This design comes from an exercise in tuning for small area, a short achievable clock period and few clock cycles on the open sky130 flow, not from production work. Only simulation tests tie the RTL to the original design; equivalence was not proved. Power and IR drop assume default switching activity.

$ cat flow/abc_map.script
&get -n
&st
&synch2
&dch -f
&nf -D 20000
&st
&dch -f
&nf -D 20000
&put
buffer -c
topo
stime -c
upsize -c
dnsize -c
$ cat design.v
module sdrb_fround (
    input  wire              sign,
    input  wire [47:0]       p,
    input  wire signed [9:0] be,
    output wire [31:0]       z
);
    wire        hi   = p[47];
    wire        sub1 = (be <= 10'sd0);           
    wire        sub0 = (be <= 10'sd1);           
    wire        ovf1 = (be >= 10'sd255);
    wire        ovf0 = (be >= 10'sd256);
    wire [9:0]  shw  = 10'd1 - be;
    wire [4:0]  sh   = !sub0 ? 5'd0 : (shw[9:5] != 5'd0) ? 5'd31 : shw[4:0];
    wire [7:0]  e1   = be[7:0];
    wire [7:0]  e0   = be[7:0] - 8'd1;
    wire [47:0] smask = ~({48{1'b1}} << ({1'b0, sh} + 6'd23));
    wire [24:0] vs   = p[47:23] >> sh;
    wire        ss   = |(p & smask);
    reg  [22:0] f;
    reg  [7:0]  e;
    reg         g, s;
    always @* begin
        if (hi ? sub1 : sub0) begin
            f = vs[23:1]; g = vs[0]; s = ss; e = 8'd0;
        end else if (hi) begin
            f = p[46:24]; g = p[23]; s = |p[22:0]; e = e1;
        end else begin
            f = p[45:23]; g = p[22]; s = |p[21:0]; e = e0;
        end
    end
    wire        rnd = g & (s | f[0]);
    wire [30:0] r   = {e, f} + {30'd0, rnd};
    assign z = (hi ? ovf1 : ovf0) ? {sign, 8'hFF, 23'd0} : {sign, r};
endmodule
module sdrb_fmul (
    input  wire [31:0] a,
    input  wire [31:0] b,
    output reg  [31:0] z
);
    wire        sz   = a[31] ^ b[31];
    wire        a_e0 = (a[30:23] == 8'h00), b_e0 = (b[30:23] == 8'h00);
    wire        a_e1 = (a[30:23] == 8'hFF), b_e1 = (b[30:23] == 8'hFF);
    wire        a_fz = (a[22:0] == 23'd0),  b_fz = (b[22:0] == 23'd0);
    wire        a_zero = a_e0 & a_fz, b_zero = b_e0 & b_fz;
    wire [23:0] ms = a_e0 ? {1'b0, a[22:0]} : {~b_e0, b[22:0]};
    wire [23:0] mo = a_e0 ? {~b_e0, b[22:0]} : {1'b1, a[22:0]};
    function [4:0] clz23;
        input [22:0] f;
        integer k;
        begin
            clz23 = 5'd23;
            for (k = 0; k <= 22; k = k + 1) if (f[k]) clz23 = 5'd23 - k[4:0];
        end
    endfunction
    wire [4:0]  lz_a = clz23(a[22:0]);
    wire [4:0]  lz_b = b_e0 ? clz23(b[22:0]) : 5'd0;
    wire [4:0]  lz   = a_e0 ? lz_a : lz_b;
    wire [23:0] mn   = ms << lz;
    wire [47:0] p  = mn * mo;
    wire signed [9:0] be = $signed({2'b00, a[30:24], a[23] | a_e0})
                         + $signed({2'b00, b[30:24], b[23] | b_e0})
                         - $signed({5'd0, lz}) - 10'sd126;
    wire [31:0] rz;
    sdrb_fround u_rnd (.sign(sz), .p(p), .be(be), .z(rz));
    always @* begin
        if ((a_e1 & ~a_fz) | (b_e1 & ~b_fz) | (a_e1 & b_zero) | (b_e1 & a_zero))
            z = 32'h7FC00000;
        else if (a_e1 | b_e1)
            z = {sz, 8'hFF, 23'd0};
        else if (a_zero | b_zero)
            z = {sz, 31'd0};
        else
            z = rz;
    end
endmodule
module sdrb_fmul2 (
    input  wire        clk,
    input  wire        hi,
    input  wire [31:0] a,
    input  wire [31:0] b,
    output reg  [31:0] z
);
    wire        b_e0 = (b[30:23] == 8'h00);
    reg  [4:0]  lz;
    reg  [23:0] mn;
    always @* begin
        mn = {~b_e0, b[22:0]};
        lz = 5'd0;
        if (mn[23:8] == 16'd0) begin mn = mn << 16; lz = lz + 5'd16; end
        if (mn[23:16] == 8'd0) begin mn = mn << 8;  lz = lz + 5'd8;  end
        if (mn[23:20] == 4'd0) begin mn = mn << 4;  lz = lz + 5'd4;  end
        if (mn[23:22] == 2'd0) begin mn = mn << 2;  lz = lz + 5'd2;  end
        if (mn[23] == 1'b0)    begin mn = mn << 1;  lz = lz + 5'd1;  end
    end
    reg  [35:0] pl;                    
    reg  [11:0] bh;                    
    reg  signed [9:0] be;
    reg  [1:0]  kind;                  
    reg         sz;
    wire [23:0] ma  = {1'b1, a[22:0]};
    wire [11:0] mul = hi ? bh : mn[11:0];
    wire [35:0] add = hi ? {12'd0, pl[35:12]} : 36'd0;
    wire [35:0] q   = ma * mul + add;
    always @(posedge clk) begin
        pl <= q;
        bh <= mn[23:12];
        sz <= a[31] ^ b[31];
        be <= $signed({2'b00, a[30:23]})
            + $signed({2'b00, b[30:24], b[23] | b_e0})
            - $signed({5'd0, lz}) - 10'sd126;
        if (((a[30:23] == 8'hFF) & (a[22:0] != 0)) | ((b[30:23] == 8'hFF) & (b[22:0] != 0)) |
            ((a[30:23] == 8'hFF) & (b[30:0] == 0)) | ((b[30:23] == 8'hFF) & (a[30:0] == 0)))
            kind <= 2'd1;
        else if ((a[30:23] == 8'hFF) | (b[30:23] == 8'hFF))
            kind <= 2'd2;
        else if ((a[30:0] == 0) | (b[30:0] == 0))
            kind <= 2'd3;
        else
            kind <= 2'd0;
    end
    wire [31:0] rz;
    sdrb_fround u_rnd (.sign(sz), .p({q, pl[11:0]}), .be(be), .z(rz));
    always @* begin
        case (kind)
            2'd1:    z = 32'h7FC00000;
            2'd2:    z = {sz, 8'hFF, 23'd0};
            2'd3:    z = {sz, 31'd0};
            default: z = rz;
        endcase
    end
endmodule
module sdrb_fadd (
    input  wire [31:0] a,
    input  wire [31:0] b,
    output reg  [31:0] z
);
    wire a_e1 = (a[30:23] == 8'hFF), b_e1 = (b[30:23] == 8'hFF);
    wire a_fz = (a[22:0] == 23'd0),  b_fz = (b[22:0] == 23'd0);
    wire a_zero = (a[30:0] == 31'd0), b_zero = (b[30:0] == 31'd0);
    wire an = (a[30:23] != 8'h00), bn = (b[30:23] != 8'h00);
    wire [7:0] ea = {a[30:24], a[23] | ~an};
    wire [7:0] eb = {b[30:24], b[23] | ~bn};
    wire        swap = b[30:0] > a[30:0];
    wire [8:0]  dab  = {1'b0, ea} - {1'b0, eb};
    wire [8:0]  dba  = {1'b0, eb} - {1'b0, ea};
    wire [7:0]  d    = swap ? dba[7:0] : dab[7:0];
    wire [7:0]  ex   = swap ? eb : ea;
    wire        sx   = swap ? b[31] : a[31];
    wire [26:0] mx   = swap ? {bn, b[22:0], 3'b000} : {an, a[22:0], 3'b000};
    wire [26:0] my   = swap ? {an, a[22:0], 3'b000} : {bn, b[22:0], 3'b000};
    wire [4:0]  ds   = (d[7:5] != 3'd0) ? 5'd31 : d[4:0];
    wire [26:0] mys  = my >> ds;
    wire        stk  = |(my & ~({27{1'b1}} << ds));
    wire [26:0] myj  = {mys[26:1], mys[0] | stk};
    wire        sub = a[31] ^ b[31];
    wire [27:0] sum = sub ? ({1'b0, mx} - {1'b0, myj}) : ({1'b0, mx} + {1'b0, myj});
    reg  [4:0]  lz;
    integer k;
    always @* begin
        lz = 5'd27;
        for (k = 0; k <= 26; k = k + 1) if (sum[k]) lz = 5'd26 - k[4:0];
    end
    wire [7:0]  exm1 = ex - 8'd1;
    wire        lim  = {3'd0, lz} > exm1;
    wire [4:0]  ls   = lim ? exm1[4:0] : lz;
    wire [26:0] n    = sum[26:0] << ls;
    wire [7:0]  en   = lim ? 8'd0 : (ex - {3'd0, lz});
    wire [23:0] m   = sum[27] ? sum[27:4] : n[26:3];
    wire        g   = sum[27] ? sum[3] : n[2];
    wire        st  = sum[27] ? (|sum[2:0]) : (|n[1:0]);
    wire [7:0]  e   = sum[27] ? ex + 8'd1 : en;
    wire        rnd = g & (st | m[0]);
    wire [30:0] r   = {e, m[22:0]} + {30'd0, rnd};
    always @* begin
        if ((a_e1 & ~a_fz) | (b_e1 & ~b_fz) | (a_e1 & b_e1 & (a[31] ^ b[31])))
            z = 32'h7FC00000;
        else if (a_e1)
            z = a;
        else if (b_e1)
            z = b;
        else if (a_zero & b_zero)
            z = {a[31] & b[31], 31'd0};
        else if (sum == 28'd0)
            z = 32'h00000000;
        else if (sum[27] & (ex == 8'hFE))
            z = {sx, 8'hFF, 23'd0};
        else
            z = {sx, r};
    end
endmodule
module sdrb (
    input  wire        clk,
    input  wire        rst_n,
    input  wire        cmd_valid,
    output wire        cmd_ready,
    input  wire [31:0] cmd_word,
    input  wire [31:0] cmd_arg0,
    input  wire [31:0] cmd_arg1,
    output wire        rsp_valid,
    input  wire        rsp_ready,
    output wire [31:0] rsp_data,
    output wire        rsp_err
);
    localparam [31:0] HALF  = 32'h3F000000;
    localparam [31:0] ONE   = 32'h3F800000;
    localparam [31:0] HW_ID = 32'h53440100;
    localparam [7:0] OP_NOP     = 8'h00, OP_INIT    = 8'h01,
                     OP_WRITE   = 8'h10, OP_READ    = 8'h11, OP_SETRP  = 8'h12,
                     OP_RBRESET = 8'h13, OP_RESIZE  = 8'h14, OP_GETCAP = 8'h15,
                     OP_SETCAPF = 8'h16, OP_STEP    = 8'h17, OP_GETWC  = 8'h18,
                     OP_GETRC   = 8'h19, OP_DERESET = 8'h20, OP_SETDLY = 8'h21,
                     OP_SETFB   = 8'h22, OP_SETMIX  = 8'h23, OP_MIXSTEP = 8'h24,
                     OP_PROCESS = 8'h25, OP_BLKWR   = 8'h30, OP_BLKRD  = 8'h31,
                     OP_REGRD   = 8'h40, OP_STATCLR = 8'h41;
    localparam [2:0] S_IDLE = 3'd0, S_EXEC = 3'd1, S_HOLD = 3'd2, S_B = 3'd3,
                     S_C    = 3'd4, S_D    = 3'd5, S_SER  = 3'd6;
    localparam [2:0] P_MOD = 3'd0, P_MUL = 3'd1, P_DIV = 3'd2, P_DLY = 3'd3,
                     P_FIN = 3'd4, P_FINB = 3'd5;
    reg  [2:0]  state;
    reg         rst_q;                   
    reg         rdy_q;                   
    reg         is_step_q;               
    reg  [7:0]  opc;
    reg         cc;                      
    reg  [3:0]  idx;                     
    reg  [31:0] a0_q, a1_q;
    reg         legal, ch0, ch1, blk_ok, is_ring, is_blk;
    reg         two_ch;                  
    reg  [24:0] capacity;
    reg  [4:0]  alloc;
    reg  [4:0]  wc0, wc1;                
    reg  [23:0] rc0, rc1;                
    reg  [31:0] feedback, mix, omix;     
    reg  [23:0] dsamp;
    reg  [3:0]  st_warn;
    reg  [2:0]  st_err;
    reg  [31:0] err_cmd;                 
    reg  [31:0] store [0:31];            
    reg  [31:0] sv;                      
    reg  [31:0] blk [0:15];              
    reg  [15:0] bv;                      
    reg  [31:0] rsp_q;
    reg         rsp_err_q;
    reg         eng_on, eng_ph;          
    reg         ta_v, ta_c, ta_inv;
    reg  [2:0]  ta_i;
    reg         tc_v, tc_c, tc_inv;
    reg  [2:0]  tc_i;
    reg         td_v, td_c;
    reg  [2:0]  td_i;
    reg  [3:0]  eng_n0, eng_n1;          
    reg         eng_inv1;                
    reg         omix_job;                
    reg  [1:0]  pre;
    reg  [4:0]  pre_rc1, pre_rc2;        
    reg  [4:0]  pre_wc1;                 
    reg         rd_c;                    
    reg         rd_0;                    
    reg         fg_wr;                   
    reg  [31:0] x_q, y_q, m1_q, t3_q;
    reg  [2:0]  sp;
    reg  [35:0] acc;
    reg         ovf;                     
    reg         clamp_q;                 
    reg         fin_c;                   
    reg  [9:0]  rem;
    reg  [7:0]  cnt;
    assign cmd_ready = rst_n && rdy_q;
    wire [7:0]  opc_i  = cmd_word[31:24];
    wire [7:0]  chf_i  = cmd_word[23:16];
    wire [15:0] idx_i  = cmd_word[15:0];
    wire        ch0_i  = (chf_i == 8'd0);
    wire        idx0_i = (idx_i == 16'd0);
    reg         legal_i;
    always @* begin
        case (opc_i)
            OP_NOP, OP_INIT, OP_RBRESET, OP_RESIZE, OP_GETCAP, OP_SETCAPF,
            OP_DERESET, OP_SETDLY, OP_SETFB, OP_SETMIX, OP_PROCESS, OP_STATCLR:
                legal_i = ch0_i && idx0_i;
            OP_WRITE, OP_READ, OP_SETRP, OP_STEP, OP_GETWC, OP_GETRC, OP_MIXSTEP:
                legal_i = idx0_i;
            OP_BLKWR, OP_BLKRD:
                legal_i = 1'b1;
            OP_REGRD:
                legal_i = ch0_i && (idx_i <= 16'd12);
            default:
                legal_i = 1'b0;
        endcase
    end
    wire ring_i = (opc_i == OP_INIT)    || (opc_i == OP_WRITE)   || (opc_i == OP_READ)   ||
                  (opc_i == OP_SETRP)   || (opc_i == OP_RBRESET) || (opc_i == OP_RESIZE) ||
                  (opc_i == OP_SETCAPF) || (opc_i == OP_STEP)    || (opc_i == OP_GETWC)  ||
                  (opc_i == OP_GETRC)   || (opc_i == OP_DERESET) || (opc_i == OP_SETDLY) ||
                  (opc_i == OP_SETFB)   || (opc_i == OP_SETMIX)  || (opc_i == OP_MIXSTEP) ||
                  (opc_i == OP_PROCESS);
    wire blk_ok_i = (chf_i[7:1] == 7'd0) && (idx_i[15:3] == 13'd0);
    wire blk_i    = (opc_i == OP_BLKWR) || (opc_i == OP_BLKRD);
    wire ch_valid = ch0 || (two_ch && ch1);
    wire s0_neg   = a0_q[31];
    wire s1_neg   = a1_q[31];
    wire       fr_c = td_v ? td_c : tc_v ? tc_c : ta_c;
    wire [2:0] fr_i = td_v ? td_i : tc_v ? tc_i : ta_i;
    wire pend    = ({cc, idx[2:0]} >= {fr_c, fr_i});
    wire bg_even = eng_on && !eng_ph;
    wire bg_odd  = eng_on && eng_ph;
    wire hazard  = (is_ring && (eng_on || omix_job)) ||
                   (is_blk && eng_on && (pend || (!eng_ph && (opc[0] ? ta_v : td_v))));
    wire [4:0]  wc_c  = cc ? wc1 : wc0;
    wire [23:0] rc_c  = cc ? rc1 : rc0;
    wire        rc_c_bad = (rc_c[23:5] != 19'd0) || (rc_c[4:0] >= alloc);
    wire        wc_c_bad = (wc_c >= alloc);
    wire [3:0]  ns_v = a1_q[3:0];
    wire        proc_arg = s0_neg || (a0_q[30:0] > 31'd2) || s1_neg || (a1_q[30:0] > 31'd8);
    wire        ok0 = (rc0[23:5] == 19'd0) && (rc0[4:0] < alloc) && (wc0 < alloc);
    wire        ok1 = (rc1[23:5] == 19'd0) && (rc1[4:0] < alloc) && (wc1 < alloc);
    wire        grow = (capacity > {20'd0, alloc});
    wire [4:0]  mx0 = (rc0[4:0] > wc0) ? rc0[4:0] : wc0;
    wire [4:0]  mx1 = (rc1[4:0] > wc1) ? rc1[4:0] : wc1;
    wire [4:0]  lim0 = !ok0 ? 5'd0 : (grow ? alloc - mx0 : 5'd16);
    wire [4:0]  lim1 = !ok1 ? 5'd0 : (grow ? alloc - mx1 : 5'd16);
    wire        act0 = (a0_q[1:0] != 2'd0) && (ns_v != 4'd0);
    wire        err0 = act0 && (lim0 < {1'b0, ns_v});
    wire        act1 = (a0_q[1:0] == 2'd2) && (ns_v != 4'd0) && !err0;
    wire        err1 = act1 && two_ch && (lim1 < {1'b0, ns_v});
    wire [3:0]  pn0 = !act0 ? 4'd0 : (err0 ? lim0[3:0] : ns_v);
    wire [3:0]  pn1 = !act1 ? 4'd0 : (err1 ? lim1[3:0] : ns_v);
    reg [31:0] clamp_v;
    reg        clamp_out;
    always @* begin
        if (a0_q[30:23] == 8'hFF && a0_q[22:0] != 0) begin
            clamp_v = ONE;  clamp_out = 1'b1;
        end else if (a0_q[31] && a0_q[30:0] != 0) begin
            clamp_v = 32'd0; clamp_out = 1'b1;
        end else if (a0_q[30:0] == 0) begin
            clamp_v = 32'd0; clamp_out = 1'b0;
        end else if (a0_q[30:0] > ONE[30:0]) begin
            clamp_v = ONE;  clamp_out = 1'b1;
        end else begin
            clamp_v = a0_q; clamp_out = 1'b0;
        end
    end
    wire [7:0]  lag_e   = a0_q[30:23];
    wire        lag_bad = (a0_q == 32'h7F800000);
    wire        lag_int = !(lag_e == 8'hFF) && !a0_q[31] && (lag_e >= 8'd127);
    wire        ex_go    = (state == S_EXEC) && !hazard;
    wire        ex_proc  = ex_go && legal && (opc == OP_PROCESS);
    wire        ex_fg    = ex_go && legal && (opc == OP_STEP || opc == OP_MIXSTEP);
    wire        st_B     = (state == S_B);
    wire        st_C     = (state == S_C);
    wire        st_D     = (state == S_D);
    wire        idle_s   = (state == S_IDLE);
    wire        port_op  = opc == OP_WRITE || opc == OP_READ || opc == OP_STEP ||
                           opc == OP_MIXSTEP || opc == OP_PROCESS;
    wire        harmless = !port_op &&
                           (!legal || ex_e || opc == OP_NOP || opc == OP_GETCAP ||
                            opc == OP_GETWC || opc == OP_GETRC || opc == OP_REGRD ||
                            opc == OP_STATCLR || opc == OP_BLKRD ||
                            (opc == OP_BLKWR && (cc || idx[2:1] != 2'd0)));
    wire        pre_run  = rst_q && !eng_on && !omix_job &&
                           (idle_s || state == S_HOLD || (state == S_EXEC && harmless));
    wire        pre_a0   = pre_run && idle_s && pre == 2'd0;
    wire        pre_b0   = pre_run && pre == 2'd1;
    wire        pre_a1   = pre_run && pre[1];
    wire        proc_in  = idle_s && cmd_valid && rdy_q && opc_i == OP_PROCESS;
    wire        go_proc  = ex_proc && !proc_arg && pn0 != 4'd0;
    wire        go_pre   = go_proc && pre == 2'd3 && pn0 != 4'd1;
    wire        go_plain = go_proc && !go_pre;
    wire        a_c      = eng_on ? ta_c : cc;
    wire [4:0]  wc_a     = a_c ? wc1 : wc0;
    wire [23:0] rc_a     = a_c ? rc1 : rc0;
    wire        doB      = (bg_odd && ta_v) || st_B || go_pre;
    wire        doC      = (bg_odd && tc_v) || st_C || go_pre;
    wire        doD      = (bg_even && td_v) || st_D;
    wire        m2_hi    = bg_odd || st_C || go_pre;
    wire        do_om    = omix_job;
    reg  [3:0]  bsel;
    always @* begin
        if (bg_even && ta_v)     bsel = {ta_c, ta_i};
        else if (idle_s && pre[1]) bsel = 4'd1;         
        else                     bsel = {cc, idx[2:0]};
    end
    wire [15:0] b_hot = bv & (16'd1 << bsel);
    reg  [31:0] blk_rd;
    integer kb;
    always @* begin
        blk_rd = 32'd0;
        for (kb = 0; kb < 16; kb = kb + 1) blk_rd = blk_rd | (blk[kb] & {32{b_hot[kb]}});
    end
    wire [3:0]  rd0_a  = (pre[1] && !rd_0) ? pre_rc1 : rc0[3:0];
    wire [15:0] s_hot0 = sv[15:0]  & (16'd1 << rd0_a);
    wire [15:0] s_hot1 = sv[31:16] & (16'd1 << rc1[3:0]);
    reg  [31:0] st_rd0, st_rd1;
    integer ks;
    always @* begin
        st_rd0 = 32'd0;
        st_rd1 = 32'd0;
        for (ks = 0; ks < 16; ks = ks + 1) begin
            st_rd0 = st_rd0 | (store[ks]      & {32{s_hot0[ks]}});
            st_rd1 = st_rd1 | (store[16 + ks] & {32{s_hot1[ks]}});
        end
    end
    wire [31:0] st_rd = (eng_on ? ta_c : rd_c) ? st_rd1 : st_rd0;
    wire        fin      = (state == S_SER);
    wire        st_job   = bg_even && tc_v && !tc_inv;      
    wire        wc_use   = st_job || fg_wr || (state == S_EXEC && opc == OP_WRITE && !eng_on);
    wire [4:0]  adv_p    = fin ? (fin_c ? wc1 : wc0) :
                           st_job ? (tc_c ? wc1 : wc0) :
                           wc_use ? wc_c :
                           pre_b0 ? wc0 :
                           pre_a1 ? pre_rc1 :
                           bg_odd ? (ta_c ? rc1[4:0] : rc0[4:0]) : rc_a[4:0];
    wire [4:0]  adv_x    = adv_p + {4'd0, !fin || clamp_q};
    reg  [4:0]  adv;
    always @* begin
        adv = adv_x;
        if (capacity[24:5] == 20'd0) begin
            if (capacity[4:0] == 5'd1) adv = 5'd0;
            else begin
                if (capacity[4:0] <= 5'd2 && adv >= {capacity[1:0], 3'b000})
                    adv = adv - {capacity[1:0], 3'b000};
                if (capacity[4:0] <= 5'd4 && adv >= {capacity[2:0], 2'b00})
                    adv = adv - {capacity[2:0], 2'b00};
                if (capacity[4:0] <= 5'd8 && adv >= {capacity[3:0], 1'b0})
                    adv = adv - {capacity[3:0], 1'b0};
                if (adv >= capacity[4:0]) adv = adv - capacity[4:0];
            end
        end
    end
    wire [31:0] m1_a = doC ? mix : (is_step_q && !eng_on) ? a1_q : feedback;
    wire        fwd  = (bg_even && ta_v && tc_v && !tc_inv && ta_c == tc_c &&
                        (ta_c ? rc1[3:0] == wc1[3:0] : rc0[3:0] == wc0[3:0])) ||
                       (pre_a1 && pre_rc1 == wc0[3:0]);
    wire [31:0] m1_b = (doC || fwd) ? y_q : st_rd;
    wire [31:0] ad_a = doD ? t3_q : do_om ? ONE : x_q;
    wire [31:0] ad_b = do_om ? {~mix[31], mix[30:0]} : m1_q;
    wire [31:0] m1_z, ad_z, m2_z;
    sdrb_fmul  u_m1 (.a(m1_a), .b(m1_b), .z(m1_z));
    sdrb_fadd  u_ad (.a(ad_a), .b(ad_b), .z(ad_z));
    sdrb_fmul2 u_m2 (.clk(clk), .hi(m2_hi), .a(omix), .b(x_q), .z(m2_z));
    wire        s_bit   = a0_q[31];
    wire [23:0] rc_f    = fin_c ? rc1 : rc0;
    reg  [36:0] as_p, as_q;
    reg         as_inv, as_ci;
    always @* begin
        as_p = 37'd0; as_q = {12'd0, capacity}; as_inv = 1'b1; as_ci = 1'b1;
        case (sp)
            P_MOD:  as_p = {11'd0, acc[24:0], s_bit};
            P_MUL:  begin as_p = {acc, 1'b0}; as_q = s_bit ? {6'd0, a1_q[30:0]} : 37'd0;
                          as_inv = 1'b0; as_ci = 1'b0; end
            P_DLY:  as_p = {1'b0, acc};
            P_FIN:  if (clamp_q) begin as_p = {12'd0, capacity}; as_q = 37'd0; as_ci = 1'b0; end
                    else begin as_p = {32'd0, adv}; as_q = {12'd0, acc[24:0]}; end
            default: begin as_p = {13'd0, rc_f}; as_inv = 1'b0; as_ci = 1'b0; end
        endcase
    end
    wire [37:0] as_z    = {1'b0, as_p} + {1'b0, as_inv ? ~as_q : as_q} + {37'd0, as_ci};
    wire        as_ge   = as_z[37];      
    wire [11:0] dv_v    = {rem, acc[35:34]};
    wire [1:0]  dv_q    = (dv_v >= 12'd3000) ? 2'd3 : (dv_v >= 12'd2000) ? 2'd2 :
                          (dv_v >= 12'd1000) ? 2'd1 : 2'd0;
    wire [11:0] dv_r    = dv_v - (dv_q == 2'd3 ? 12'd3000 : dv_q == 2'd2 ? 12'd2000 :
                                  dv_q == 2'd1 ? 12'd1000 : 12'd0);
    wire        mod_skip = acc[24:0] == 25'd0 && a0_q[31:24] == 8'd0 && cnt >= 8'd8;
    wire        mul_skip = acc == 36'd0 && a0_q[31:24] == 8'd0 && cnt >= 8'd8;
    wire        div_skip = rem == 10'd0 && acc[35:28] == 8'd0 && cnt >= 8'd4;
    wire        de_err   = ovf || acc == 36'd0 || acc > 36'd16;
    reg  [31:0] ex_data;
    always @* begin
        ex_data = 32'd0;
        case (opc)
            OP_READ:   ex_data = ch_valid ? st_rd : 32'd0;
            OP_BLKRD:  ex_data = blk_rd;
            OP_GETCAP: ex_data = {7'd0, capacity};
            OP_GETWC:  ex_data = ch_valid ? {27'd0, wc_c} : 32'd0;
            OP_GETRC:  ex_data = ch_valid ? {8'd0, rc_c} : 32'd0;
            OP_REGRD:
                case (idx[3:0])
                    4'd0:  ex_data = {21'd0, st_err, 4'd0, st_warn};
                    4'd1:  ex_data = {7'd0, capacity};
                    4'd2:  ex_data = {27'd0, alloc};
                    4'd3:  ex_data = two_ch ? 32'd2 : 32'd1;
                    4'd4:  ex_data = feedback;
                    4'd5:  ex_data = mix;
                    4'd6:  ex_data = {8'd0, dsamp};
                    4'd7:  ex_data = (st_err != 3'd0) ? err_cmd : 32'd0;
                    4'd8:  ex_data = 32'd0;
                    4'd9:  ex_data = 32'd2;
                    4'd10: ex_data = 32'd16;
                    4'd11: ex_data = 32'd8;
                    default: ex_data = HW_ID;
                endcase
            default: ex_data = 32'd0;
        endcase
    end
    reg  [2:0] ex_err;
    reg        ex_long;                  
    always @* begin
        ex_err  = 3'b000;
        ex_long = 1'b0;
        if (!legal) ex_err = 3'b001;
        else case (opc)
            OP_INIT:    if (s0_neg || a0_q[30:0] == 0 || a0_q[30:0] > 31'd16 ||
                            s1_neg || a1_q[30:0] == 0 || a1_q[30:0] > 31'd2) ex_err = 3'b010;
            OP_RESIZE:  if (s0_neg || a0_q[30:0] == 0 || a0_q[30:0] > 31'd16) ex_err = 3'b010;
            OP_SETCAPF: if (s0_neg || a0_q[30:0] == 0 || a0_q[30:0] > 31'h01000000) ex_err = 3'b010;
            OP_WRITE:   if (ch_valid && wc_c_bad) ex_err = 3'b100;
            OP_READ:    if (ch_valid && rc_c_bad) ex_err = 3'b100;
            OP_STEP, OP_MIXSTEP:
                        if (ch_valid && (rc_c_bad || wc_c_bad)) ex_err = 3'b100;
                        else if (ch_valid || opc == OP_MIXSTEP) ex_long = 1'b1;
            OP_SETRP:   if (ch_valid && lag_bad) ex_err = 3'b010;
                        else if (ch_valid) ex_long = 1'b1;
            OP_DERESET, OP_SETDLY:
                        if (s0_neg || s1_neg) ex_err = 3'b010;
                        else ex_long = 1'b1;
            OP_PROCESS: if (proc_arg) ex_err = 3'b010;
                        else if (err0 || err1) ex_err = 3'b100;
            OP_BLKWR, OP_BLKRD:
                        if (!blk_ok) ex_err = 3'b010;
            default: ;
        endcase
    end
    wire ex_rsp  = ex_go && !ex_long;
    wire ex_e    = (ex_err != 3'b000);
    assign rsp_valid = rst_n && rst_q && (ex_rsp || state == S_HOLD);
    assign rsp_data  = (state == S_HOLD) ? rsp_q : (ex_e ? 32'd0 : ex_data);
    assign rsp_err   = (state == S_HOLD) ? rsp_err_q : ex_e;
    wire doA     = (ex_fg && !ex_e && ch_valid) || go_plain || (bg_even && ta_v && !ta_inv);
    wire doB_y   = (bg_odd && ta_v && !ta_inv) || (st_B && ch_valid) || go_pre;
    wire        nx_last = ({1'b0, ta_i} + 4'd1 == (ta_c ? eng_n1 : eng_n0));
    wire        nx_v    = !(nx_last && (ta_c || eng_n1 == 4'd0));
    wire        nx_c    = nx_last ? 1'b1 : ta_c;
    wire [2:0]  nx_i    = nx_last ? 3'd0 : ta_i + 3'd1;
    wire        st_cmd = (state == S_EXEC) && (opc == OP_WRITE) && !eng_on;
    wire        st_we  = st_job || go_pre || fg_wr ||
                         (ex_go && legal && opc == OP_WRITE && ch_valid && !ex_e);
    wire [31:0] st_wd  = st_cmd ? a0_q : y_q;
    wire        st_ch  = st_job ? tc_c : cc;
    wire [4:0]  st_wc  = st_ch ? wc1 : wc0;
    wire        bl_job = bg_even && td_v;
    wire        bl_we  = bl_job || (ex_go && opc == OP_BLKWR && blk_ok);
    wire [3:0]  bl_a   = bl_job ? {td_c, td_i} : {cc, idx[2:0]};
    wire [31:0] bl_wd  = bl_job ? ad_z : a0_q;
    wire [31:0] st_hot = 32'd1 << {st_ch, st_wc[3:0]};
    wire [15:0] bl_hot = 16'd1 << bl_a;
    wire        st_clr = (ex_go && legal && !ex_e &&
                          (opc == OP_INIT || opc == OP_RBRESET || opc == OP_RESIZE)) ||
                         (state == S_SER && sp == P_DLY && opc == OP_DERESET && !de_err);
    genvar gk;
    generate
        for (gk = 0; gk < 32; gk = gk + 1) begin : g_st
            always @(posedge clk) if (st_we && st_hot[gk]) store[gk] <= st_wd;
        end
        for (gk = 0; gk < 16; gk = gk + 1) begin : g_bl
            always @(posedge clk) if (bl_we && bl_hot[gk]) blk[gk] <= bl_wd;
        end
    endgenerate
    wire        rd_ex  = ex_go && legal && opc == OP_READ && ch_valid && !ex_e;
    wire        wr_ex  = ex_go && legal && opc == OP_WRITE && ch_valid && !ex_e;
    wire        fin_w  = (state == S_SER) && (sp == P_FIN || sp == P_FINB);
    wire        rc_bg  = bg_odd && ta_v && !ta_inv;
    wire        rc_fg  = rd_ex || (ex_fg && !ex_e && ch_valid);
    wire        rc_ch  = rc_bg ? ta_c : cc;
    wire [23:0] rc_fin = (sp == P_FIN && clamp_q) ? {19'd0, adv} : as_z[23:0];
    always @(posedge clk) begin
        if (!rst_q || st_clr) begin
            rc0 <= 24'd0; rc1 <= 24'd0; wc0 <= 5'd0; wc1 <= 5'd0;
        end else begin
            if (((rc_bg || rc_fg) && !rc_ch) || go_pre || (fin_w && !fin_c))
                rc0 <= fin_w ? rc_fin : go_pre ? {19'd0, pre_rc2} : {19'd0, adv};
            if (((rc_bg || rc_fg) && rc_ch) || (fin_w && fin_c))
                rc1 <= fin_w ? rc_fin : {19'd0, adv};
            if (go_pre) wc0 <= pre_wc1;
            else if ((st_job || fg_wr || wr_ex) && !st_ch) wc0 <= adv;
            if ((st_job || fg_wr || wr_ex) && st_ch)  wc1 <= adv;
        end
    end
    always @(posedge clk) begin
        if (!rst_q || st_clr) sv <= 32'd0;
        else if (st_we)       sv <= sv | st_hot;
        if (!rst_q)           bv <= 16'd0;
        else if (bl_we)       bv <= bv | bl_hot;
    end
    wire acc_go   = (state == S_IDLE) && cmd_valid && rdy_q;     
    wire to_idle  = (ex_go && !ex_long && rsp_ready) || (state == S_HOLD && rsp_ready);
    wire rp_start = ex_go && legal && (opc == OP_SETRP) && ch_valid && !ex_e;
    wire dl_start = ex_go && legal && (opc == OP_DERESET || opc == OP_SETDLY) && !ex_e;
    wire ser      = (state == S_SER);
    always @(posedge clk) begin
        if (acc_go) begin
            opc     <= opc_i;
            legal   <= legal_i;
            ch0     <= ch0_i;
            ch1     <= (chf_i == 8'd1);
            blk_ok  <= blk_ok_i;
            is_ring <= legal_i && ring_i;
            is_blk  <= blk_i && blk_ok_i;
            a1_q    <= cmd_arg1;
        end
        if (acc_go && st_err == 3'd0) err_cmd <= cmd_word;
        if (!rst_q || to_idle) begin
            cc <= 1'b0; idx <= 4'd0; is_step_q <= 1'b0; rd_c <= 1'b0; rd_0 <= 1'b0;
        end else if (acc_go) begin
            cc <= chf_i[0]; idx <= idx_i[3:0]; is_step_q <= (opc_i == OP_STEP);
            rd_c <= chf_i[0] && (opc_i == OP_READ || opc_i == OP_STEP || opc_i == OP_MIXSTEP);
            rd_0 <= opc_i == OP_READ || opc_i == OP_STEP || opc_i == OP_MIXSTEP ||
                    opc_i == OP_PROCESS;
        end
    end
    wire x_en = pre_a0 || (pre_a1 && idle_s && proc_in) || (bg_even && ta_v) || ex_fg || go_plain;
    always @(posedge clk) begin
        if (x_en) x_q <= ex_fg ? a0_q : blk_rd;
        if (doB || pre_b0) y_q <= (doB_y || pre_b0) ? ad_z : 32'd0;
    end
    always @(posedge clk) begin
        if (ex_go || st_B || st_D || ser) begin
            rsp_q     <= ex_go ? (ex_e ? 32'd0 : ex_data) : (st_B || st_D) ? ad_z : 32'd0;
            rsp_err_q <= ex_go ? ex_e : (ser && sp == P_DLY && opc == OP_DERESET && de_err);
        end
    end
    wire a0_sh = ser && ((sp == P_MOD && cnt != 8'd0) || sp == P_MUL);
    wire sh8   = (sp == P_MOD) ? mod_skip : mul_skip;
    always @(posedge clk) begin
        if (acc_go || rp_start || dl_start || a0_sh)
            a0_q <= acc_go   ? cmd_arg0 :
                    rp_start ? {1'b1, a0_q[22:0], 8'd0} :
                    dl_start ? {a0_q[30:0], 1'b0} :
                    sh8      ? {a0_q[23:0], 8'd0} : {a0_q[30:0], 1'b0};
        if (rp_start || dl_start)
            acc <= 36'd0;
        else if (ser && sp == P_MOD && cnt != 8'd0 && !mod_skip)
            acc <= {11'd0, as_ge ? as_z[24:0] : {acc[23:0], s_bit}};
        else if (ser && sp == P_MUL && !mul_skip)
            acc <= as_z[35:0];
        else if (ser && sp == P_DIV)
            acc <= div_skip ? {acc[27:0], 8'd0} : {acc[33:0], dv_q};
        if (dl_start) ovf <= 1'b0;
        else if (ser && sp == P_MUL && !mul_skip && as_z[36:35] != 2'd0) ovf <= 1'b1;
        if (rp_start)
            cnt <= lag_int ? lag_e - 8'd126 : 8'd0;
        else if (dl_start)
            cnt <= 8'd31;
        else if (ser && sp == P_MUL && (cnt == 8'd1 || (cnt == 8'd8 && mul_skip)))
            cnt <= 8'd18;
        else if (ser && (sp == P_MUL || (sp == P_MOD && cnt != 8'd0)))
            cnt <= sh8 ? cnt - 8'd8 : cnt - 8'd1;
        else if (ser && sp == P_DIV)
            cnt <= div_skip ? cnt - 8'd4 : cnt - 8'd1;
        if (ser && sp == P_MUL) rem <= 10'd0;
        else if (ser && sp == P_DIV && !div_skip) rem <= dv_r[9:0];
    end
    always @(posedge clk) begin
        m1_q  <= m1_z;
        t3_q  <= m2_z;
        rst_q <= rst_n;
        if (!pre_run || (state == S_EXEC && opc == OP_PROCESS)) pre <= 2'd0;
        else if (pre_a0)               pre <= 2'd1;
        else if (pre_b0)               pre <= 2'd2;
        else if (pre_a1)               pre <= 2'd3;
        if (pre_a0) pre_rc1 <= adv;
        if (pre_b0) pre_wc1 <= adv;
        if (pre_a1) pre_rc2 <= adv;
        fg_wr <= rst_q && st_B && ch_valid;
        rdy_q <= rst_n && rst_q && (state == S_IDLE ? !(cmd_valid && rdy_q) :
                                    state == S_EXEC ? ex_rsp && rsp_ready :
                                    state == S_HOLD && rsp_ready);
        if (!rst_q) begin
            state    <= S_IDLE;
            two_ch   <= 1'b1;
            capacity <= 25'd16;
            alloc    <= 5'd16;
            feedback <= HALF;
            mix      <= ONE;
            omix     <= 32'd0;
            dsamp    <= 24'd0;
            st_warn  <= 4'd0;
            st_err   <= 3'd0;
            eng_on   <= 1'b0;
            omix_job <= 1'b0;
        end else begin
            if (do_om) begin
                omix     <= ad_z;
                omix_job <= 1'b0;
            end
            if (bg_even) begin
                td_v   <= 1'b0;
                eng_ph <= 1'b1;
                if (!ta_v && !tc_v) eng_on <= 1'b0;
            end
            if (bg_odd) begin
                td_v <= tc_v; td_c <= tc_c; td_i <= tc_i;
                tc_v <= ta_v; tc_c <= ta_c; tc_i <= ta_i; tc_inv <= ta_inv;
                ta_v <= ta_v && nx_v;
                ta_c <= nx_c; ta_i <= nx_i;
                ta_inv <= nx_c && eng_inv1;
                eng_ph <= 1'b0;
                if (!ta_v && !tc_v) eng_on <= 1'b0;
            end
            case (state)
            S_IDLE: begin
                if (acc_go) state <= S_EXEC;
            end
            S_EXEC: if (!hazard) begin
                if (!ex_long) state <= rsp_ready ? S_IDLE : S_HOLD;
                st_err <= st_err | ex_err;
                if (!legal) begin
                end else case (opc)
                OP_INIT: if (!ex_e) begin
                    two_ch   <= a1_q[1];
                    alloc    <= a0_q[4:0];
                    capacity <= {20'd0, a0_q[4:0]};
                    feedback <= HALF;
                    mix      <= ONE;
                    omix     <= 32'd0;
                    omix_job <= 1'b0;
                    dsamp    <= 24'd0;
                end
                OP_WRITE: begin
                    if (!ch_valid) st_warn[0] <= 1'b1;
                end
                OP_READ: begin
                    if (!ch_valid) st_warn[0] <= 1'b1;
                end
                OP_SETRP: begin
                    if (!ch_valid) st_warn[0] <= 1'b1;
                    else if (!ex_e) begin
                        clamp_q <= 1'b0;
                        fin_c   <= cc;
                        sp      <= P_MOD;
                        state   <= S_SER;
                    end
                end
                OP_RESIZE: if (!ex_e) begin
                    alloc    <= a0_q[4:0];
                    capacity <= {20'd0, a0_q[4:0]};
                end
                OP_SETCAPF: if (!ex_e) capacity <= a0_q[24:0];
                OP_STEP, OP_MIXSTEP: begin
                    if (!ch_valid) st_warn[0] <= 1'b1;
                    if (ex_long) state <= S_B;
                end
                OP_GETWC, OP_GETRC: if (!ch_valid) st_warn[0] <= 1'b1;
                OP_DERESET, OP_SETDLY: if (!ex_e) begin
                    clamp_q <= 1'b0;
                    fin_c   <= 1'b0;
                    sp      <= P_MUL;
                    state   <= S_SER;
                end
                OP_SETFB: begin
                    feedback <= clamp_v;
                    if (clamp_out) st_warn[1] <= 1'b1;
                end
                OP_SETMIX: begin
                    mix <= clamp_v;
                    omix_job <= 1'b1;
                    if (clamp_out) st_warn[2] <= 1'b1;
                end
                OP_PROCESS: if (!proc_arg) begin
                    if (act1 && !two_ch) st_warn[0] <= 1'b1;
                    if (pn0 != 4'd0) begin
                        eng_on   <= 1'b1;
                        td_v     <= 1'b0;
                        eng_n0   <= pn0;
                        eng_n1   <= pn1;
                        eng_inv1 <= !two_ch;
                        if (go_pre) begin
                            eng_ph <= 1'b0;
                            td_v   <= 1'b1;
                            td_c   <= 1'b0;
                            td_i   <= 3'd0;
                            tc_v   <= 1'b1;
                            tc_c   <= 1'b0;
                            tc_i   <= 3'd1;
                            tc_inv <= 1'b0;
                            ta_v   <= (pn0 != 4'd2) || (pn1 != 4'd0);
                            ta_c   <= (pn0 == 4'd2);
                            ta_i   <= (pn0 == 4'd2) ? 3'd0 : 3'd2;
                            ta_inv <= (pn0 == 4'd2) && !two_ch;
                        end else begin
                            eng_ph <= 1'b1;
                            ta_v   <= 1'b1;
                            ta_c   <= 1'b0;
                            ta_i   <= 3'd0;
                            ta_inv <= 1'b0;
                            tc_v   <= 1'b0;
                        end
                    end
                end
                OP_BLKWR: if (blk_ok) begin
                end
                OP_STATCLR: st_warn <= 4'd0;
                default: ;
                endcase
            end
            S_B: state <= (opc == OP_STEP) ? S_HOLD : S_C;
            S_C: state <= S_D;
            S_D: state <= S_HOLD;
            S_SER: begin
                case (sp)
                P_MOD: if (cnt == 8'd0) sp <= P_FIN;
                P_MUL: if (cnt == 8'd1 || (cnt == 8'd8 && mul_skip)) sp <= P_DIV;
                P_DIV: if (cnt == 8'd1 || (cnt == 8'd4 && div_skip)) sp <= P_DLY;
                P_DLY: begin
                    if (opc == OP_DERESET) begin
                        if (de_err) begin
                            st_err[1] <= 1'b1;
                            state     <= S_HOLD;
                        end else begin
                            dsamp    <= {19'd0, acc[4:0]};
                            alloc    <= acc[4:0];
                            capacity <= {20'd0, acc[4:0]};
                            state     <= S_HOLD;
                        end
                    end else begin
                        if (ovf || as_ge) begin
                            st_warn[3] <= 1'b1;
                            clamp_q    <= 1'b1;
                        end else begin
                            dsamp <= acc[23:0];
                        end
                        sp <= P_FIN;
                    end
                end
                P_FIN, P_FINB: begin
                    if (sp == P_FIN && clamp_q) dsamp <= as_z[23:0];
                    if (sp == P_FIN && !clamp_q && !as_ge) sp <= P_FINB;
                    else if (opc == OP_SETDLY && !fin_c && two_ch) begin
                        fin_c <= 1'b1;
                        sp    <= P_FIN;
                    end else state <= S_HOLD;
                end
                default: ;
                endcase
            end
            S_HOLD: if (rsp_ready) state <= S_IDLE;
            default: state <= S_IDLE;
            endcase
        end
    end
endmodule
$ cat standard.sh
#!/bin/bash
# synth_recipe.tcl (not shown) runs the flow's synth.tcl, then flattens the netlist and writes it again
# the make line also repeats each setting of config.mk as NAME=value (left out here)
make -C /OpenROAD-flow-scripts/flow DESIGN_CONFIG=/design/flow/config.mk WORK_HOME=/design/flow/orfs CLKGATE_MAP_FILE= SYNTH_SCRIPT=/design/flow/synth_recipe.tcl "${@:-finish}"
$ cat constraint.sdc
create_clock -name core_clock -period 60.0 [get_ports {clk}]
set_input_delay 12.0000 -clock core_clock [delete_from_list [all_inputs] [get_ports {clk}]]
set_output_delay 12.0000 -clock core_clock [all_outputs]
set_load 0.01 [all_outputs]
$ cat flow/fa_polarity.py
#!/usr/bin/env python3
"""Remove inverters around full adders in a flat Yosys gate netlist.

A full adder is self-dual: fa(~a, ~b, ~c) = (~cout, ~sum). Yosys's extract_fa
often leaves a full adder with inverted inputs or outputs, each through an
inverter cell. This pass flips such adders (the cell itself is unchanged; its
inputs and outputs are rewired through or past inverters) whenever that
removes more inverters than it adds, then removes inverter pairs. Registers and
every other cell are untouched, so the netlist keeps its function.

usage: fa_polarity.py IN.v OUT.v
"""
import re
import sys
from collections import defaultdict

FA_RE = re.compile(r'sky130_fd_sc_hd__fa_\d+$')
INV_RE = re.compile(r'sky130_fd_sc_hd__(clk)?inv_\d+$')
INV_CELL = 'sky130_fd_sc_hd__inv_1'
OUT_PINS = {'X', 'Y', 'Q', 'Q_N', 'SUM', 'COUT', 'HI', 'LO'}


def parse(text):
    m = re.search(r'\bmodule\b.*?;', text, re.S)
    head_end = m.end()
    body = text[head_end:]
    cells = {}
    order = []
    decls = []
    pos = 0
    cell_re = re.compile(r'\s*(sky130_fd_sc_hd__\w+)\s+(\S+)\s*\((.*?)\);', re.S)
    pin_re = re.compile(r'\.(\w+)\(\s*(.*?)\s*\)\s*(?:,|$)', re.S)
    for stmt in re.finditer(r'[^;]*;', body):
        s = stmt.group(0)
        cm = cell_re.match(s)
        if cm:
            typ, name, pins = cm.groups()
            pd = {}
            for pm in pin_re.finditer(pins.strip()):
                pd[pm.group(1)] = pm.group(2)
            cells[name] = [typ, pd]
            order.append(name)
        else:
            decls.append(s)
    return text[:head_end], decls, cells, order


def build(cells):
    drv = {}
    loads = defaultdict(list)
    for name, (typ, pins) in cells.items():
        for p, n in pins.items():
            if p in OUT_PINS:
                drv[n] = (name, p)
            else:
                loads[n].append((name, p))
    return drv, loads


def optimise(cells, ports):
    new_id = [0]
    new_wires = []

    def fresh_net():
        new_id[0] += 1
        n = '_fap_%d_' % new_id[0]
        new_wires.append(n)
        return n

    def fresh_cell():
        new_id[0] += 1
        return '_fapc_%d_' % new_id[0]

    removed = 0
    added = 0
    changed = True
    rounds = 0
    while changed and rounds < 20:
        changed = False
        rounds += 1
        drv, loads = build(cells)
        inv_of = defaultdict(list)          # net -> inverters driven by it
        for name, (typ, pins) in cells.items():
            if INV_RE.match(typ):
                inv_of[pins['A']].append(name)
        touched = set()
        for name in list(cells):
            if name not in cells or name in touched:
                continue
            typ, pins = cells[name]
            if not FA_RE.match(typ):
                continue
            gain = 0
            in_plan = []
            ok = True
            for p in ('A', 'B', 'CIN'):
                n = pins[p]
                d = drv.get(n)
                if d and INV_RE.match(cells[d[0]][0]) and d[0] not in touched:
                    src = cells[d[0]][1]['A']
                    if len(loads[n]) == 1 and n not in ports:
                        in_plan.append((p, 'bypass_rm', d[0], src))
                        gain += 1
                    else:
                        in_plan.append((p, 'bypass', d[0], src))
                else:
                    invs = [i for i in inv_of.get(n, []) if i not in touched]
                    if invs:
                        in_plan.append((p, 'use', invs[0], cells[invs[0]][1]['Y']))
                    else:
                        in_plan.append((p, 'new', None, n))
                        gain -= 1
            out_plan = []
            for p in ('SUM', 'COUT'):
                n = pins[p]
                ls = loads.get(n, [])
                invs = [c for c, cp in ls if INV_RE.match(cells[c][0]) and c not in touched]
                others = [(c, cp) for c, cp in ls if not (INV_RE.match(cells[c][0]) and c not in touched)]
                if n in ports:
                    ok = False
                    break
                if not ls:
                    out_plan.append((p, 'none', [], []))
                elif not others:
                    out_plan.append((p, 'rm_all', invs, []))
                    gain += len(invs)
                elif invs:
                    out_plan.append((p, 'keep_one', invs, others))
                    gain += len(invs) - 1
                else:
                    out_plan.append((p, 'new', [], others))
                    gain -= 1
            if not ok or gain <= 0:
                continue
            # apply the flip
            for p, kind, inv, net in in_plan:
                if kind == 'bypass_rm':
                    pins[p] = net
                    del cells[inv]
                    removed += 1
                    touched.add(inv)
                elif kind in ('bypass', 'use'):
                    pins[p] = net
                    touched.add(inv)
                else:   # new inverter: FA input takes ~n
                    m = fresh_net()
                    c = fresh_cell()
                    cells[c] = [INV_CELL, {'A': net, 'Y': m}]
                    touched.add(c)
                    pins[p] = m
                    added += 1
            for p, kind, invs, others in out_plan:
                n = pins[p]              # now carries the inverted value
                if kind == 'rm_all':
                    for i in invs:
                        y = cells[i][1]['Y']
                        for c2, p2 in loads.get(y, []):
                            if c2 in cells:
                                cells[c2][1][p2] = n
                        if y in ports:
                            raise RuntimeError('inverter drives a port')
                        del cells[i]
                        removed += 1
                        touched.add(i)
                elif kind == 'keep_one':
                    keep = invs[0]
                    ky = cells[keep][1]['Y']
                    # loads that wanted ~old (the inverters' loads) now read n
                    for i in invs:
                        y = cells[i][1]['Y']
                        for c2, p2 in loads.get(y, []):
                            if c2 in cells:
                                cells[c2][1][p2] = n
                        if i != keep:
                            del cells[i]
                            removed += 1
                        touched.add(i)
                    # loads that wanted old read the kept inverter (its output
                    # is old again)
                    for c2, p2 in others:
                        cells[c2][1][p2] = ky
                elif kind == 'new':
                    m = fresh_net()
                    c = fresh_cell()
                    cells[c] = [INV_CELL, {'A': n, 'Y': m}]
                    touched.add(c)
                    for c2, p2 in others:
                        cells[c2][1][p2] = m
                    added += 1
            touched.add(name)
            changed = True
            # the maps are stale now: rebuild them for the next adder
            drv, loads = build(cells)
            inv_of = defaultdict(list)
            for n2, (t2, p2) in cells.items():
                if INV_RE.match(t2):
                    inv_of[p2['A']].append(n2)
    # inverter pairs: inv(inv(x)) with a single-load middle net
    drv, loads = build(cells)
    for name in list(cells):
        if name not in cells:
            continue
        typ, pins = cells[name]
        if not INV_RE.match(typ):
            continue
        d = drv.get(pins['A'])
        if not d or d[0] not in cells or not INV_RE.match(cells[d[0]][0]):
            continue
        mid = pins['A']
        if len(loads[mid]) != 1 or mid in ports or pins['Y'] in ports:
            continue
        x = cells[d[0]][1]['A']
        y = pins['Y']
        for c2, p2 in loads.get(y, []):
            if c2 in cells:
                cells[c2][1][p2] = x
        del cells[name]
        del cells[d[0]]
        removed += 2
        drv, loads = build(cells)
    return removed, added, new_wires


def main():
    text = open(sys.argv[1]).read()
    head, decls, cells, order = parse(text)
    ports = set()
    for s in decls:
        m = re.match(r'\s*(input|output)\s+(\[(\d+):(\d+)\]\s*)?(\S+)\s*;', s)
        if m:
            if m.group(2):
                hi, lo = int(m.group(3)), int(m.group(4))
                for i in range(min(hi, lo), max(hi, lo) + 1):
                    ports.add('%s[%d]' % (m.group(5), i))
            ports.add(m.group(5))
    removed, added, new_wires = optimise(cells, ports)
    out = [head, '\n']
    for s in decls:
        if s.strip() == 'endmodule' or s.strip().startswith('endmodule'):
            continue
        out.append(s)
    for w in new_wires:
        out.append('\n  wire %s;' % w)
    for name in order + [n for n in cells if n not in order]:
        if name not in cells:
            continue
        typ, pins = cells[name]
        # (an escaped identifier ends at white space)
        pl = ',\n'.join('    .%s(%s%s)' % (p, n, ' ' if n.startswith('\\') else '')
                        for p, n in pins.items())
        out.append('\n  %s %s (\n%s\n  );' % (typ, name, pl))
    out.append('\nendmodule\n')
    open(sys.argv[2], 'w').write(''.join(out))
    sys.stderr.write('fa_polarity: removed %d inverters, added %d\n' % (removed, added))


if __name__ == '__main__':
    main()
$ cat flow/run.sh
#!/bin/bash
# Layout flow: the standard flow (standard.sh) with these changes:
#  - ABC maps the logic with flow/abc_map.script (fewer delay-driven
#    restructuring rounds, more area recovery) instead of ORFS's
#    abc_speed.script; the rest of synthesis is ORFS's (synth_recipe.tcl), so
#    the registers are the standard synthesis's;
#  - flow/fa_polarity.py then removes inverters around full adders in the
#    synthesized netlist (it rewires, never changes a register);
#  - the port buffers ORFS inserts at placement are sky130_fd_sc_hd__buf_2;
#  - clock tree synthesis uses larger sink clusters and no dummy loads.
# Runs in the work folder; each tool's full output goes to a log file here.
set -eo pipefail
rm -rf scripts
cp -r "$FLOW_HOME/scripts" scripts
cp flow/abc_map.script scripts/abc_speed.script
export SCRIPTS_DIR="$PWD/scripts"
export BUFFER_PORTS_ARGS="-buffer_cell sky130_fd_sc_hd__buf_2"
export CTS_ARGS="-sink_clustering_enable -repair_clock_nets -dont_use_dummy_load -sink_clustering_size 20 -sink_clustering_max_diameter 100"
R="$PWD/orfs/results/$FLOW_PLATFORM/sdrb/base"
bash standard.sh "$R/1_2_yosys.v" > synth.log 2>&1
cp "$R/1_2_yosys.v" yosys_netlist_before_fa_polarity.v
python3 flow/fa_polarity.py yosys_netlist_before_fa_polarity.v "$R/1_2_yosys.v" > fa_polarity.log 2>&1
bash standard.sh > standard.log 2>&1
$ cat config.mk
export PLATFORM = sky130hd
export DESIGN_NAME = sdrb
export DESIGN_NICKNAME = sdrb
export VERILOG_FILES = /design/flow/design.v
export SDC_FILE = /design/flow/constraint.sdc
export NUM_CORES = 8
export LEC_CHECK = 0
export CAP_MARGIN = 20
export CORE_MARGIN = 2
export CORE_UTILIZATION = 40
export SLEW_MARGIN = 20
==> results of run 1 <==
==> final cells by class <==
class	instances	area share, %
sequential	2252	42.1
timing repair buffer	535	2.46
inverter	700	1.75
clock buffer	144	2.40
tap	4578	3.82
antenna	34	0.0568
multi-input combinational	9468	47.4
==> flip-flops by register name, summed over array words and instances (netlist names), 16 cells and up <==
signal    cells
a0_q         32
a1_q         32
acc          36
blk         512
bv           16
capacity     25
dsamp        24
err_cmd      32
feedback     32
m1_q         32
mix          32
omix         32
rc0          24
rc1          24
rsp_q        32
store      1024
sv           32
t3_q         32
u_m2.pl      36
x_q          32
y_q          32
==> stage by stage <==
stage / total power, mW / utilization (%) / area (sq um)
4_1_cts: 8.75 / 43.3 / 150000
5_1_grt: 9.36 / 43.3 / 150000
6_report: 8.98 / 43.3 / 150000
3_5_place_dp: 7.79 / 42.2 / 146000
2_1_floorplan: 5.55 / - / 139000
3_3_place_gp: 7.83 / 42.2 / 146000
==> power by group <==
group	internal, mW	total [mW]	leakage (nW)	switching, mW
Combinational	1.77	6.09	33.7	4.32
Clock	0.427	0.947	1.77	0.520
Sequential	1.82	1.94	19.9	0.113
Total	4.02	8.98	55.5	4.95
==> worst paths after layout <==
| check | slack [ps] | endpoint | from |
|---|---|---|---|
| setup / recovery | 35620 | rsp_valid | rst_n |
| hold reg to reg | 460 | sv[0]$_SDFFE_PP0N_ | sv[0]$_SDFFE_PP0N_ |
| hold / removal | 460 | sv[0]$_SDFFE_PP0N_ | sv[0]$_SDFFE_PP0N_ |
| setup reg to reg | 36480 | m1_q[30]$_SDFF_PP1_ | wc0[2]$_SDFFE_PP0P_ |
==> layer usage <==
layer | vias to the layer above | GRT usage [%] | routed length (um)
li1 | 48389 | - | -
met1 | 56494 | 40.9 | 216000
met2 | 6924 | 45.8 | 240000
met3 | 1223 | 8.07 | 67900
met4 | 14 | 17.1 | 36900
met5 | - | 0 | 89
==> worst max-delay path: stages <==
cell and delay (ps):
buf_2 110, nand2_1 80, nor2_1 40, buf_2 160
==> out/metrics.cfg, run 1 <==
[run_status]
status=complete, no violations

[die]
num_rows=216
start_util_pct=40.2
die_width_um=594
die_area_sq_um=353000
io-pin-count=135
coreArea_sq_um=346000
die_y_um=594

[route]
drt_wl_total_um=561000
wl_per_cell_um=31.7
vias_per_cell=6.38
vias=113044
dr.pass1.iters=10
first_iter_violations=17907
post-route-drc-count=0
drtAntennaViolNets=0

[grt]
gr-total-overflow=0
grt_max_degree=79
track_usage_pct=30.9
grt_pass1_vias=105807
grt_pass1_wl_um=790000
antenna_found_initial=48

[cts]
cts_made_buffers=144
cts_tree=done
cts.clk_slew.worst_paths_ps=50
clock-sinks=2252
cts_setup_buffers=0
insertion_delay_ps=920
clockBufferDepth=4
holdBufCountCts=0
cts_root_buf=clkbuf_16
h-tree-depth=4
ctsResizeCount=0

[finish]
fillers=32845
layout_commonest_cell=edfxtp_1
syn2layout_area_growth_pct=7.75
fin_cells=17711
final_cell_mix=1798 x edfxtp_1, 1499 x nand2_1, 1049 x nor2_1
multiInputGateArea_sq_um=71100
seqCellArea_sq_um=63100
drive_gt1_share_pct=8.46
nNetsFinal=14471

[sta]
rsz0062_at_grt=false
hold_viol=0
final.setup.tns_ps=0
tightestPinTransition_ps=1320
skew_ps=151
finalCritPeriodShare_pct=40.6
whs_ps=456
setup_viol=0
report.final.slew_viol_count=0
layout_min_cycle_time_ps=24380
slew_headroom_pct=11.3
setup_ws_ps=35620
max_freq_ghz=0.0410

[synth]
yosys_warnings=7
syn_area_sq_um=139000
postSynthCellCount=13265
syn_nets=14635
syn_avg_cell_area_sq_um=10.5

[setup_path]
worstPathRequired_ps=48000
r2r_cells=89
cp_max_fo=3
cp_data_arrival_time_ps=12380
cp-start-kind=input port
worstSetupPathType=in -> out
end_kind=output port

[placement]
io_buffers=134
dp.cells=17532
post-place-ws_ps=35610
hpwl_um=394000
place_congestion=1.08

[pwr]
p_per_area_nw_per_um2=59.9
ir_worst_vdd_uv=148
cellLeakagePower_nw=55.5

[min_path]
hold_path_class=reg -> reg
min_path_cells=2

[flow_run]
drv_cap=0

Testbench counts, summed over its fixed seeds: cycles 14,162.
==> run 2, diff against run 1 <==
--- a/config.mk
+++ b/config.mk
@@ -8,4 +8,4 @@
 export CAP_MARGIN = 20
 export CORE_MARGIN = 2
-export CORE_UTILIZATION = 40
+export CORE_UTILIZATION = 25
 export SLEW_MARGIN = 20
==> out/metrics.cfg, run 2 <==
[route]
drt_wl_total_um=566000
post-route-drc-count=0
vias=113031
first_iter_violations=16580
drtAntennaViolNets=0
dr.pass1.iters=9
vias_per_cell=5.47
wl_per_cell_um=27.4

[grt]
grt_pass1_vias=107246
grt_pass1_wl_um=798000
antenna_found_initial=70
gr-total-overflow=0
track_usage_pct=19.3
grt_max_degree=140

[min_path]
hold_path_class=reg -> reg

[placement]
io_buffers=134
hpwl_um=403000
place_congestion=0.988
dp.cells=20416

[cts]
clockBufferDepth=4
cts_setup_buffers=0
cts_root_buf=clkbuf_16
insertion_delay_ps=920
cts.clk_slew.worst_paths_ps=60
cts_made_buffers=143
holdBufCountCts=0
clock-sinks=2252
h-tree-depth=4
cts_tree=done
ctsResizeCount=0

[die]
coreArea_sq_um=556000
die_y_um=750
die_width_um=750
io-pin-count=135
start_util_pct=25.0
num_rows=274
die_area_sq_um=563000

[sta]
max_freq_ghz=0.0409
tightestPinTransition_ps=1350
finalCritPeriodShare_pct=40.7
slew_headroom_pct=10.1
report.final.slew_viol_count=0
rsz0062_at_grt=false
setup_viol=0
skew_ps=177
layout_min_cycle_time_ps=24450
whs_ps=372
hold_viol=0
final.setup.tns_ps=0

[flow_run]
drv_cap=0

[setup_path]
end_kind=output port
worstSetupPathType=in -> out
cp_max_fo=3
cp_data_arrival_time_ps=12450
worstPathRequired_ps=48000
cp-start-kind=input port

[finish]
top_register=store
syn2layout_area_growth_pct=10.5
largest_reg_flops=1024
layout_commonest_cell=edfxtp_1
reg_top3=store x1024, blk x512
fin_cells=20649
drive_gt1_share_pct=8.41
fillers=57807
nNetsFinal=14483
final_cell_mix=1798 x edfxtp_1, 1499 x nand2_1, 1050 x nor2_1
post-route-util_pct=27.7

[pwr]
clock_power_share_pct=10.6
p_sw_share_pct=54.6
ir_worst_vdd_uv=164
p_int_mw=4.03
seq_power_share_pct=21.8
power_frac_comb_pct=67.6
cellLeakagePower_nw=55.5
finalPower_mw=8.87
p_per_area_nw_per_um2=57.7
p_switching_mw=4.85

[run_status]
status=complete, no violations

[synth]
syn_area_sq_um=139000
postSynthCellCount=13265
syn_avg_cell_area_sq_um=10.5
syn_nets=14635
yosys_warnings=7

[run 2: cell count changes in the layout (fill, tap and decap cells not counted), sizes merged]
cell	delta
buf	+14
diode	+52
clkbuf	-2
[run 2: critical path: stages]
cell	delay, ps
buf_2	100
nand2_1	80
nor2_1	130
buf_2	150
[run 2: worst paths after layout]
kind / start / end / slack [ps] / cells after the start
worst max-delay path: rst_n / rsp_valid / 35550 / 4
worst min-delay path: u_m2.sz$_DFF_P_ / t3_q[31]$_DFF_P_ / 370 / 1
worst min register to register: u_m2.sz$_DFF_P_ / t3_q[31]$_DFF_P_ / 370 / 1
worst max register to register: wc0[3]$_SDFFE_PP0P_ / m1_q[30]$_SDFF_PP1_ / 36820 / 88
[run 2: metrics by stage]
step | instance area [sq um] | worst slack, ps
2_1_floorplan | 139000 | 35760
6_report | 154000 | 35550
3_3_place_gp | 150000 | 35570
3_5_place_dp | 150000 | 35550
5_1_grt | 154000 | 35190
4_1_cts | 153000 | 35550
[run 2: per-layer routing]
layer | vias to the layer above | share of wire [%] | GRT usage [%]
li1 | 48465 | - | -
met1 | 56399 | 40 | 25.7
met2 | 6911 | 42 | 28.6
met3 | 1210 | 13 | 6.08
met4 | 46 | 5.3 | 8.55
met5 | - | 0.080 | 0.365
[run 2: final cells by class]
| class | instances | area (sq um) | share of cell area, % |
|---|---|---|---|
| Clock buffer | 143 | 3580 | 2.33 |
| Antenna cell | 86 | 215 | 0.140 |
| Multi-Input combinational cell | 9468 | 71100 | 46.2 |
| Sequential cell | 2252 | 63100 | 41.0 |
| Inverter | 700 | 2630 | 1.71 |
| Tap cell | 7452 | 9320 | 6.06 |
| Timing Repair Buffer | 548 | 3810 | 2.48 |
[run 2: power groups by stage]
stage	clock, mW	combinational [mW]	sequential [mW]
detailed placement	0	5.76	1.96
finish	0.943	6.00	1.94
global route	0.996	6.34	1.94
global placement	0	5.77	1.96
floorplan	0	3.66	1.89
CTS	0.949	5.80	1.93
==> run 3, diff against run 2 <==
--- a/flow/run.sh
+++ b/flow/run.sh
@@ -16,5 +16,5 @@
 export SCRIPTS_DIR="$PWD/scripts"
 export BUFFER_PORTS_ARGS="-buffer_cell sky130_fd_sc_hd__buf_2"
-export CTS_ARGS="-sink_clustering_enable -repair_clock_nets -dont_use_dummy_load -sink_clustering_size 20 -sink_clustering_max_diameter 100"
+export CTS_ARGS="-sink_clustering_enable -repair_clock_nets -dont_use_dummy_load -sink_clustering_size 12 -sink_clustering_max_diameter 60 -buf_list sky130_fd_sc_hd__clkbuf_8"
 R="$PWD/orfs/results/$FLOW_PLATFORM/sdrb/base"
 bash standard.sh "$R/1_2_yosys.v" > synth.log 2>&1
==> flow/abc_map.script (replaced) <==
&get -n
&st
&synch2
&dch -f
&nf -D 20000
&st
&dch -f
&nf -D 20000
&put
topo
stime -c
upsize -c
dnsize -c
==> out/metrics.cfg, run 3 <==
[sta]
setup_viol=0
final.setup.tns_ps=0
rsz0062_at_grt=false
tightestPinTransition_ps=1310
report.final.slew_viol_count=0
max_freq_ghz=0.0409
whs_ps=436
slew_headroom_pct=12.6
finalCritPeriodShare_pct=40.7
skew_ps=187
layout_min_cycle_time_ps=24440
hold_viol=0

[setup_path]
slowest_stage=buf_2
cp_data_arrival_time_ps=12440
cpMostUsedCell=buf_2
cp_max_fo=3
cp-start-kind=input port
path_buf_inv=2
worstPathRequired_ps=48000
end_kind=output port
crit_chain=buf_2 -> nand2_1 -> nor2_1 -> buf_2
crit_family=buffers and inverters
cpPeakStageDelay_ps=190
worstSetupPathType=in -> out

[cts]
cts_made_buffers=234
holdBufCountCts=0
cts_root_buf=clkbuf_8
cts.clk_slew.worst_paths_ps=80
cts_setup_buffers=0
h-tree-depth=4
clockBufferDepth=4
clock-sinks=2252
ctsResizeCount=0
insertion_delay_ps=1120
cts_tree=done

[min_path]
hold_path_class=reg -> reg

[die]
start_util_pct=25.1
num_rows=270
coreArea_sq_um=541000
die_y_um=741
die_width_um=741
die_area_sq_um=549000
io-pin-count=135

[route]
first_iter_violations=16612
wl_per_cell_um=28.1
drt_wl_total_um=579000
post-route-drc-count=0
dr.pass1.iters=10
vias=114461
drtAntennaViolNets=0
vias_per_cell=5.56

[pwr]
power_frac_comb_pct=68.5
cellLeakagePower_nw=53.5
clock_power_share_pct=9.8
p_sw_share_pct=56.1
p_switching_mw=5.00
ir_worst_vdd_uv=174
p_int_mw=3.90
p_per_area_nw_per_um2=57.9
seq_power_share_pct=21.7

[placement]
hpwl_um=409000
dp.cells=20253
postPlaceCellArea_sq_um=150000
io_buffers=134
place_congestion=1.01

[run_status]
status=complete, no violations

[grt]
track_usage_pct=20.3
antenna_found_initial=52
grt_max_degree=79
grt_pass1_wl_um=814000
grt_pass1_vias=108697
gr-total-overflow=0

[finish]
final_cell_mix=1798 x edfxtp_1, 1501 x nand2_1, 1048 x nor2_1
syn2layout_area_growth_pct=13.1
fillers=56193
largest_reg_flops=1024
layout_commonest_cell=edfxtp_1
reg_top3=store x1024, blk x512
top_register=store
drive_gt1_share_pct=8.43
design_area_sq_um=154000
fin_cells=20585
nNetsFinal=14656

[synth]
syn_nets=13790
syn_avg_cell_area_sq_um=10.9
postSynthCellCount=12420
yosys_warnings=7
syn_area_sq_um=136000

[flow_run]
drv_cap=0

[run 3: cell types whose count changed in the layout (fill, tap and decap cells not counted), sizes merged]
cell,previous run,this run
clkinv,4,525
diode,86,93
clkbuf,143,236
buf,548,628
inv,696,175
[run 3: metal layers]
metal / GRT usage [%] / wire length (um)
met3: 5.62 / 69500
met1: 26.6 / 227000
met5: 0 / 204
met4: 10.5 / 34400
met2: 30.4 / 248000
[run 3: worst paths after layout]
| kind | from | slack [ps] | cells past startpoint | end |
|---|---|---|---|---|
| setup / recovery | rst_n | 35560 | 4 | rsp_valid |
| hold / removal | u_m2.sz$_DFF_P_ | 440 | 1 | t3_q[31]$_DFF_P_ |
| setup reg to reg | wc0[1]$_SDFFE_PP0P_ | 36040 | 86 | m1_q[30]$_SDFF_PP1_ |
| hold reg to reg | u_m2.sz$_DFF_P_ | 440 | 1 | t3_q[31]$_DFF_P_ |
[run 3: power by group through the flow]
stage                     Sequential, mW  Clock, mW  Combinational [mW]
after global placement              1.96          0                5.83
after CTS                           1.92      0.875                5.85
after detailed placement            1.96          0                5.81
after floorplan                     1.91          0                3.52
final                               1.93      0.873                6.10
after global routing                1.93      0.930                6.43
[run 3: stage by stage]
stage	worst slack [ps]	total power [mW]	util [%]
3_5_place_dp	35570	7.77	27.7
4_1_cts	35570	8.64	28.3
2_1_floorplan	35660	5.42	-
3_3_place_gp	35590	7.79	27.7
6_report	35560	8.90	28.4
5_1_grt	34030	9.29	28.4
[run 3: cell type report]
type	instances	area (sq um)	share of cell area, %
Inverter	700	2630	1.71
Tap cell	7208	9020	5.87
Timing Repair Buffer	630	4400	2.87
Antenna cell	93	233	0.151
Clock buffer	234	3220	2.10
Sequential cell	2252	63100	41.1
Multi-Input combinational cell	9468	71000	46.2

==> separate check: timing with driven ports <==
Ports are ideal in the flow. The routed layouts listed here were re-timed in OpenROAD. Step 1: set_driving_cell puts a clkbuf_16 on clk and a buf_2 on each other input, an assumption about the parent block. Step 2 also shifts input and output timing later by t, the mid clock arrival at the registers, as if the neighbouring blocks saw the same clock. Slacks: no drivers / after step 1 / after step 2; pairs: no drivers / after step 1.
| run | t, ns | setup WS [ns] | worst hold slack (ns) | worst data-port slew with drivers (ns) |
|---|---|---|---|---|
| run 1 | 0.956 | 35.616 / 35.593 / 35.593 | 0.456 / 0.456 / 0.456 | 0.24 |
| run 2 | 0.938 | 35.552 / 35.531 / 35.531 | 0.372 / 0.372 / 0.372 | 0.40 |
| run 3 | 1.148 | 35.559 / 35.540 / 35.540 | 0.436 / 0.436 / 0.436 | 0.45 |
After both steps every run listed still meets setup and hold. For run 1, which loses most, drivers alone change the setup slack by -0.023 ns; drivers and shift together by -0.023 ns.
